This design comes from an exercise in tuning for small area, a short achievable clock period and few clock cycles on the open sky130 flow, not from production work.
The RTL was checked by simulation tests, not by an equivalence proof against the original design.
Power and IR drop assume default switching activity.

`flow/config.mk`:
```
export PLATFORM = sky130hd
export DESIGN_NAME = esp32_frame_link
export DESIGN_NICKNAME = esp32_frame_link
export VERILOG_FILES = /design/flow/design.v
export SDC_FILE = /design/flow/constraint.sdc
export NUM_CORES = 4
export LEC_CHECK = 0
export CAP_MARGIN = 20
export CORE_MARGIN = 2
export CORE_UTILIZATION = 40
export SLEW_MARGIN = 20
```
`flow/constraint.sdc`:
```
create_clock -name core_clock -period 10.0 [get_ports {clk}]
set_input_delay 2.0000 -clock core_clock [delete_from_list [all_inputs] [get_ports {clk}]]
set_output_delay 2.0000 -clock core_clock [all_outputs]
set_load 0.01 [all_outputs]
```
`flow/design.v`:
```
module crc8_step #(
    parameter [7:0] POLY = 8'h07
) (
    input  wire [7:0] crc_in,
    input  wire [7:0] data,
    output reg  [7:0] crc_out
);
    integer k;
    reg [7:0] x;
    always @* begin
        x = crc_in ^ data;
        for (k = 0; k < 8; k = k + 1)
            x = x[7] ? ((x << 1) ^ POLY) : (x << 1);
        crc_out = x;
    end
endmodule
module frame_rx #(
    parameter       ACC_MAX  = 64,
    parameter       AW       = 7,       
    parameter [7:0] CRC_POLY = 8'h07,
    parameter [7:0] CRC_INIT = 8'h00
) (
    input  wire        clk,
    input  wire        rst,
    input  wire        rx_valid,
    input  wire [7:0]  rx_data,
    output wire        rx_ready,
    output wire        msg_valid,
    input  wire        msg_ready,
    output wire [7:0]  msg_data,
    output wire        msg_first,
    output wire        msg_last,
    output wire        rx_idle,
    output reg  [31:0] cnt_msg,
    output reg  [31:0] cnt_cobs_err,
    output reg  [31:0] cnt_short,
    output reg  [31:0] cnt_crc_err,
    output reg  [31:0] cnt_acc_ovf
);
    localparam [1:0] S_ACC = 2'd0, S_CHECK = 2'd1, S_SEND = 2'd2;
    reg [1:0]    state;
    reg [7:0]    acc_mem [0:ACC_MAX-1];
    reg [AW-1:0] acc_len;
    reg [AW-1:0] pos;         
    reg [7:0]    run_left;    
    reg          at_start;    
    reg          prev_ff;     
    reg [AW-1:0] dec_cnt;     
    reg [AW-1:0] dec_len;     
    reg [7:0]    crc;
    wire [7:0] cur      = acc_mem[pos[AW-2:0]];
    wire       at_end   = (pos == acc_len);
    wire       is_code  = (run_left == 8'd0);
    wire       produce  = !at_end && (is_code ? (!at_start && !prev_ff) : 1'b1);
    wire [7:0] dec_byte = is_code ? 8'h00 : cur;
    wire       overrun  = is_code && ({2'b00, pos} + {1'b0, cur} > {2'b00, acc_len});
    wire [7:0] crc_next;
    crc8_step #(.POLY(CRC_POLY)) u_crc (.crc_in(crc), .data(dec_byte), .crc_out(crc_next));
    wire deliver = (state == S_SEND) && produce && (dec_cnt < dec_len - 1'b1);
    wire advance = !deliver || msg_ready;
    assign rx_ready  = (state == S_ACC);
    assign rx_idle   = (state == S_ACC);
    assign msg_valid = deliver;
    assign msg_data  = dec_byte;
    assign msg_first = (dec_cnt == {AW{1'b0}});
    assign msg_last  = (dec_cnt == dec_len - 2'd2);
    always @(posedge clk) begin
        if (rst) begin
            state        <= S_ACC;
            acc_len      <= {AW{1'b0}};
            pos          <= {AW{1'b0}};
            run_left     <= 8'd0;
            at_start     <= 1'b1;
            prev_ff      <= 1'b0;
            dec_cnt      <= {AW{1'b0}};
            dec_len      <= {AW{1'b0}};
            crc          <= CRC_INIT;
            cnt_msg      <= 32'd0;
            cnt_cobs_err <= 32'd0;
            cnt_short    <= 32'd0;
            cnt_crc_err  <= 32'd0;
            cnt_acc_ovf  <= 32'd0;
        end else begin
            case (state)
                S_ACC: begin
                    if (rx_valid) begin
                        if (rx_data == 8'h00) begin
                            if (acc_len != {AW{1'b0}}) begin
                                state    <= S_CHECK;
                                pos      <= {AW{1'b0}};
                                run_left <= 8'd0;
                                at_start <= 1'b1;
                                prev_ff  <= 1'b0;
                                dec_cnt  <= {AW{1'b0}};
                                crc      <= CRC_INIT;
                            end
                        end else if (acc_len == ACC_MAX) begin
                            acc_len     <= {AW{1'b0}};
                            cnt_acc_ovf <= cnt_acc_ovf + 32'd1;
                        end else begin
                            acc_mem[acc_len[AW-2:0]] <= rx_data;
                            acc_len <= acc_len + 1'b1;
                        end
                    end
                end
                S_CHECK: begin
                    if (at_end) begin
                        if (dec_cnt < 3) begin
                            state     <= S_ACC;
                            acc_len   <= {AW{1'b0}};
                            cnt_short <= cnt_short + 32'd1;
                        end else if (crc != 8'h00) begin
                            state       <= S_ACC;
                            acc_len     <= {AW{1'b0}};
                            cnt_crc_err <= cnt_crc_err + 32'd1;
                        end else begin
                            state    <= S_SEND;
                            dec_len  <= dec_cnt;
                            pos      <= {AW{1'b0}};
                            run_left <= 8'd0;
                            at_start <= 1'b1;
                            prev_ff  <= 1'b0;
                            dec_cnt  <= {AW{1'b0}};
                        end
                    end else if (overrun) begin
                        state        <= S_ACC;
                        acc_len      <= {AW{1'b0}};
                        cnt_cobs_err <= cnt_cobs_err + 32'd1;
                    end else begin
                        pos <= pos + 1'b1;
                        if (is_code) begin
                            run_left <= cur - 8'd1;
                            at_start <= 1'b0;
                            prev_ff  <= (cur == 8'hFF);
                        end else begin
                            run_left <= run_left - 8'd1;
                        end
                        if (produce) begin
                            dec_cnt <= dec_cnt + 1'b1;
                            crc     <= crc_next;
                        end
                    end
                end
                S_SEND: begin
                    if (deliver && msg_ready && msg_last) begin
                        state   <= S_ACC;
                        acc_len <= {AW{1'b0}};
                        cnt_msg <= cnt_msg + 32'd1;
                    end else if (advance) begin
                        pos <= pos + 1'b1;
                        if (is_code) begin
                            run_left <= cur - 8'd1;
                            at_start <= 1'b0;
                            prev_ff  <= (cur == 8'hFF);
                        end else begin
                            run_left <= run_left - 8'd1;
                        end
                        if (produce)
                            dec_cnt <= dec_cnt + 1'b1;
                    end
                end
                default: state <= S_ACC;
            endcase
        end
    end
endmodule
module frame_tx #(
    parameter       MSG_MAX  = 64,      
    parameter       AW       = 7,       
    parameter [7:0] CRC_POLY = 8'h07,
    parameter [7:0] CRC_INIT = 8'h00
) (
    input  wire       clk,
    input  wire       rst,
    input  wire       tx_valid,
    input  wire [7:0] tx_data,
    input  wire       tx_last,
    output wire       tx_ready,
    output wire       wire_valid,
    input  wire       wire_ready,
    output wire [7:0] wire_data
);
    localparam [2:0] T_LOAD = 3'd0, T_CRC = 3'd1, T_SCAN = 3'd2,
                     T_CODE = 3'd3, T_DATA = 3'd4, T_DELIM = 3'd5;
    reg [2:0]    state;
    reg [7:0]    buf_mem [0:MSG_MAX-1];
    reg [AW-1:0] cnt;         
    reg [AW-1:0] msg_len;     
    reg [7:0]    crc;
    reg [AW-1:0] run_start;   
    reg [AW-1:0] run_end;     
    reg [AW-1:0] ptr;
    wire [7:0] cur = buf_mem[ptr[AW-2:0]];
    wire [7:0] crc_next;
    crc8_step #(.POLY(CRC_POLY)) u_crc (.crc_in(crc), .data(tx_data), .crc_out(crc_next));
    wire [AW-1:0] run_len = run_end - run_start;
    assign tx_ready   = (state == T_LOAD);
    assign wire_valid = (state == T_CODE) || (state == T_DATA) || (state == T_DELIM);
    assign wire_data  = (state == T_CODE) ? ({{(8-AW){1'b0}}, run_len} + 8'd1) :
                        (state == T_DATA) ? cur : 8'h00;
    always @(posedge clk) begin
        if (rst) begin
            state     <= T_LOAD;
            cnt       <= {AW{1'b0}};
            msg_len   <= {AW{1'b0}};
            crc       <= CRC_INIT;
            run_start <= {AW{1'b0}};
            run_end   <= {AW{1'b0}};
            ptr       <= {AW{1'b0}};
        end else begin
            case (state)
                T_LOAD: begin
                    if (tx_valid) begin
                        buf_mem[cnt[AW-2:0]] <= tx_data;
                        crc <= crc_next;
                        cnt <= cnt + 1'b1;
                        if (tx_last) begin
                            msg_len <= cnt + 2'd2;
                            state   <= T_CRC;
                        end
                    end
                end
                T_CRC: begin
                    buf_mem[cnt[AW-2:0]] <= crc;
                    run_start <= {AW{1'b0}};
                    ptr       <= {AW{1'b0}};
                    state     <= T_SCAN;
                end
                T_SCAN: begin
                    if (ptr == msg_len || cur == 8'h00) begin
                        run_end <= ptr;
                        ptr     <= run_start;
                        state   <= T_CODE;
                    end else begin
                        ptr <= ptr + 1'b1;
                    end
                end
                T_CODE: begin
                    if (wire_ready) begin
                        if (run_end != run_start) begin
                            state <= T_DATA;
                        end else if (run_end != msg_len) begin
                            run_start <= run_end + 1'b1;
                            ptr       <= run_end + 1'b1;
                            state     <= T_SCAN;
                        end else begin
                            state <= T_DELIM;
                        end
                    end
                end
                T_DATA: begin
                    if (wire_ready) begin
                        ptr <= ptr + 1'b1;
                        if (ptr + 1'b1 == run_end) begin
                            if (run_end != msg_len) begin
                                run_start <= run_end + 1'b1;
                                ptr       <= run_end + 1'b1;
                                state     <= T_SCAN;
                            end else begin
                                state <= T_DELIM;
                            end
                        end
                    end
                end
                T_DELIM: begin
                    if (wire_ready) begin
                        cnt   <= {AW{1'b0}};
                        crc   <= CRC_INIT;
                        state <= T_LOAD;
                    end
                end
                default: state <= T_LOAD;
            endcase
        end
    end
endmodule
module esp32_frame_link (
    input  wire        clk,
    input  wire        rst,
    input  wire        rx_valid,
    input  wire [7:0]  rx_data,
    output wire        rx_ready,
    output wire        msg_valid,
    input  wire        msg_ready,
    output wire [7:0]  msg_data,
    output wire        msg_first,
    output wire        msg_last,
    output wire        rx_idle,
    output wire [31:0] cnt_msg,
    output wire [31:0] cnt_cobs_err,
    output wire [31:0] cnt_short,
    output wire [31:0] cnt_crc_err,
    output wire [31:0] cnt_acc_ovf,
    input  wire        tx_valid,
    input  wire [7:0]  tx_data,
    input  wire        tx_last,
    output wire        tx_ready,
    output wire        wire_valid,
    input  wire        wire_ready,
    output wire [7:0]  wire_data
);
    frame_rx #(.ACC_MAX(64), .AW(7)) u_rx (
        .clk(clk), .rst(rst),
        .rx_valid(rx_valid), .rx_data(rx_data), .rx_ready(rx_ready),
        .msg_valid(msg_valid), .msg_ready(msg_ready), .msg_data(msg_data),
        .msg_first(msg_first), .msg_last(msg_last), .rx_idle(rx_idle),
        .cnt_msg(cnt_msg), .cnt_cobs_err(cnt_cobs_err), .cnt_short(cnt_short),
        .cnt_crc_err(cnt_crc_err), .cnt_acc_ovf(cnt_acc_ovf)
    );
    frame_tx #(.MSG_MAX(64), .AW(7)) u_tx (
        .clk(clk), .rst(rst),
        .tx_valid(tx_valid), .tx_data(tx_data), .tx_last(tx_last), .tx_ready(tx_ready),
        .wire_valid(wire_valid), .wire_ready(wire_ready), .wire_data(wire_data)
    );
endmodule
```
`flow/run.sh`:
```
#!/bin/bash
# synth_recipe.tcl (not shown) runs the flow's synth.tcl, then flattens the netlist and writes it again
# the make line also repeats each setting of config.mk as NAME=value (left out here)
make -C /OpenROAD-flow-scripts/flow DESIGN_CONFIG=/design/flow/config.mk WORK_HOME=/design/flow/orfs CLKGATE_MAP_FILE= SYNTH_SCRIPT=/design/flow/synth_recipe.tcl finish
```
==> flow_summary.yaml <==
status:
  status: "no timing/DRC/antenna violations"
setup_path:
  setup.worst_path.end_class: "flop"
  cp-start-kind: "flop"
  crit_path_max_incr_delay_ns: 0.87
  worst-endpoint-required_ns: 10.62
  crit_path_top_delay_cell: "sky130_fd_sc_hd__dfxtp_4"
  critical_path.max_fanout: 68
  r2r_setup_slack_ns: 2.25
  critical_path_class: "reg2reg"
  cp_cell_sequence: "buf_12 > mux4_2 > mux4_2 > nand2b_1 > o21ai_0 > nor2_1 > ha_1 > a21oi_1 > o21bai_1 > a21o_1 > a21oi_1 > xnor2_1 > ha_1 > and4_1 > nand4_1 > nand2_1 > o21ai_1 > a2111oi_0 > a211oi_1 > nand3_1 > o21ai_0 > nor2_1"
  r2r_end: "u_rx.acc_len[1]$_SDFFE_PP0P_"
  count_of_cells_along_the_worst_register_to_register_path: 22
  critPathArrivalTime_ns: 8.38
yosys:
  synth_nets: 3623
  postSynthAreaPerCell_um2: 15.35
  synthFlopType: "sky130_fd_sc_hd__edfxtp_1"
  post_synth_num_cell_types: 83
  syn-instance-count: 3545
  synth_top_area_share_pct: 56.50
  edff_count_synth: 1024
  netlist_area_mm2: 0.05442
  ys_seq_area_share_pct: 66.29
  fraction_of_synthesis_flops_using_an_asynchronous_set_or_reset_pin_pct: 0
  yosys_register_bits: 1290
  yosys_warnings: 3
  netlist.top_cell.by_area: "sky130_fd_sc_hd__edfxtp_1"
  synthTopCellsByArea: "sky130_fd_sc_hd__edfxtp_1 57%, sky130_fd_sc_hd__mux4_2 12%, sky130_fd_sc_hd__dfxtp_1 9.8%, sky130_fd_sc_hd__nor2_1 2.4%, sky130_fd_sc_hd__xor2_1 1.9%"
worst_hold_path:
  hold-path-cell-count: 2
  holdPathEnd: "u_rx.prev_ff$_SDFFE_PP0P_"
  min_path_type: "reg2reg"
  holdCritStartpoint: "u_rx.prev_ff$_SDFFE_PP0P_"
final_layout:
  area.sequential_mm2: 0.03609
  multi_input_area_mm2: 0.01736
  number_of_non_filler_instances_in_the_completed_layout: 5681
  fill_cells: 11660
  layout_commonest_cell: "sky130_fd_sc_hd__edfxtp_1"
  postLayoutCoreUtil_pct: 46.49
  growth_of_design_area_from_synthesis_to_finish_pct: 15.58
  fraction_of_final_layout_cells_with_drive_strength_greater_than_1_pct: 16.10
  antennaDiodeCount: 0
  post-route-cell-area_mm2: 0.06290
  most-common-layout-cells: "1024 x sky130_fd_sc_hd__edfxtp_1, 342 x sky130_fd_sc_hd__nor2_1, 288 x sky130_fd_sc_hd__mux4_2"
  final_stage_net_count: 3871
pwr:
  ir_worst_vdd_uv: 132.3
  cellLeakagePower_nw: 19.83
  p_comb_share_pct: 7.6
  switching_share_of_power_pct: 23.38
  p_sw_mw: 2.781
  power.density_mw_per_mm2: 189.1
  power.share.clock_pct: 41.9
  pwr-share-seq_pct: 50.5
  power_report.internal_total_mw: 9.115
clocking:
  post_cts_resized: 0
  postCtsSetupBuffers: 0
  register_clock_pin_slew_on_the_reported_worst_setup_and_hold_paths_ns: 0.06
  htree_num_levels: 4
  post_cts_hold_buffer_count: 0
  cts_buffers: 140
  cts.root.buffer_cell: "sky130_fd_sc_hd__clkbuf_16"
  cts_buffer_depth: 3
  tritoncts: "built"
  clkSinkCount: 1290
  clock_latency_ns: 0.77
die:
  floorplan.die_area_mm2: 0.1390
  die-width_um: 372.9
  i_o_pin_count: 206
  dieHeight_um: 372.9
  initial_core_util_pct: 40.22
  row_count: 135
  design.core.area_mm2: 0.1353
global_routing:
  global_route.overflow_total: 0
  first_global_vias: 31060
  antenna_violations_before_repair: 1
  grt_max_degree: 132
  grt_first_pass_wirelength_um: 204200
  grt.total_usage_pct: 19.42
placed_design:
  place_worst_setup_slack_ns: 2.326
  placed_area_mm2: 0.05850
  place_inst: 5431
  numPortBuffers: 205
  gp_congestion: 0.8408
  dp_hpwl_um: 86920
drt:
  wire_per_inst_um: 23.95
  m1WireLength_um: 61250
  drt_pre_antenna_iters: 5
  routed-via-count: 31800
  met3_wirelength_um: 9428
  ant_nets: 0
  postRouteWirelength_um: 136000
  detail_route.vias_per_cell: 5.597
  top_layer: "met4"
  wl_met2_um: 62070
  detailedRoute.firstIterationViolations: 3284
  detail_route.drc_violations: 0
sta:
  relative_slew_margins_pct: 21.69
  final-hold-violation-count: 0
  fin_crit_sh_pct: 77.54
  grt_setup_unrepaired: "false"
  setup-tns-final_ns: 0
  slew_at_the_pin_with_the_worst_max_slew_slack_ns: 1.170
  timing.clock.skew_ns: 0.03036
  slew_viol_final: 0
  setup-violations-final: 0
  worst_slack_ns: 2.246
  finalWorstPathRequiredPeriod_ns: 7.754
  max_freq_ghz: 0.1290
run:
  max_cap_viol_count: 0
-- metal layers --
metal / vias to the layer above / global-route usage (%)
met1: 16180 / 28.32
met5: - / 0
met2: 1168 / 29.78
li1: 14230 / -
met3: 222 / 3.507
met4: 0 / 5.630
-- power by group through the flow --
stage / Clock [mW] / Sequential [mW] / Combinational, mW
after global routing: 5.29 / 6.02 / 0.977
after global placement: 0 / 6.13 / 0.889
after detailed placement: 0 / 6.13 / 0.902
after CTS: 5.08 / 6.01 / 0.905
final: 4.98 / 6.01 / 0.900
after floorplan: 0 / 6.08 / 0.605
-- area by class of cell --
class	count	share of cell area [%]
clock inverters	70	1.022
repair buffers	277	4.130
clock buffers	179	5.936
inverters	64	0.3819
multi-input cells	2020	27.60
flip-flops and latches	1290	57.38
well taps	1781	3.543
-- critical path: cells and delay by family, from the launching register on --
kind / cells / cell delay [ns]
AO/OA/AOI/OAI: 9 / 3.00
buffers and inverters: 1 / 0.49
multiplexers: 2 / 1.04
XOR/XNOR: 1 / 0.15
flip-flops: 1 / 0.87
AND/OR/NAND/NOR: 7 / 1.30
adder cells (fa/ha/maj): 2 / 0.65
-- cells in the mapped netlist, drive strengths merged (10+ instances only) --
cell type,n
o21ai,82
clkbuf,103
and2,31
inv,61
buf,68
a22oi,33
and3,49
nand2,183
nor2b,27
mux4,288
or3,45
mux2,27
nor3,63
mux2i,44
nand3,109
nand2b,12
xor2,120
edfxtp,1024
and4,22
nand4,50
dfxtp,266
a21oi,114
xnor2,113
a21o,10
nor2,353
ha,53
o21a,14
nor4,23
-- metrics by stage --
stage	power, mW	hold slack [ns]
2_1_floorplan	6.686	0.4450
3_3_place_gp	7.015	0.4632
3_5_place_dp	7.030	0.4698
4_1_cts	12.00	0.4767
5_1_grt	12.29	0.5047
6_report	11.90	0.4761
-- cell families after synthesis --
| group | count (synthesis) | share of synthesized area [%] |
|---|---|---|
| flops | 1290 | 66.29 |
| simple gates | 1010 | 8.985 |
| mux | 359 | 13.29 |
| compound gates | 358 | 4.230 |
| xor+xnor | 238 | 3.959 |
| buf+inv | 235 | 1.961 |
| fa+ha+maj | 55 | 1.292 |
-- worst max path at each step --
stage               from                           end  slack, ns  cells past startpoint
CTS                 flop                          flop       2.30                     21
finish              flop  u_rx.acc_len[1]$_SDFFE_PP0P_       2.25                     22
floorplan           flop  u_rx.acc_len[0]$_SDFFE_PP0P_       4.39                     26
global placement    flop  u_rx.acc_len[0]$_SDFFE_PP0P_       2.41                     25
detailed placement  flop                          flop       2.33                     21
global route        flop  u_rx.acc_len[1]$_SDFFE_PP0P_       1.81                     22
-- flip-flops by register name, indices dropped and copies added, names as in the netlist, 32 cells and up, named ones only --
name               cells
u_rx.cnt_acc_ovf      32
u_rx.acc_mem         512
u_rx.cnt_cobs_err     32
u_rx.cnt_crc_err      32
u_rx.cnt_short        32
u_rx.cnt_msg          32
u_tx.buf_mem         512
Testbench counts, summed over its fixed seeds: cycles 93,391.

==> what the ideal ports hide <==
Ports are ideal in the flow. The routed layout listed here was re-timed in OpenROAD.
Step 1 assumes that a clkbuf_16 drives the clock port and a buf_2 every other input.
Step 2 adds t to the input delays and takes it off the output delays; t is the mean of the earliest and latest rising clock arrival at the registers after step 1. Input paths then give back, and output paths get back, about the clock's delay inside the block.
Slacks: no drivers / after step 1 / after step 2; pairs: no drivers / after step 1.
t (ns): 0.831
setup slack, ns: 2.246 / 2.246 / 2.246
worst data-port slew with drivers (ns): 0.08
After both steps this run still meets setup and hold. For this run, drivers alone change the setup slack by 0.000 ns; drivers and shift together by 0.000 ns.
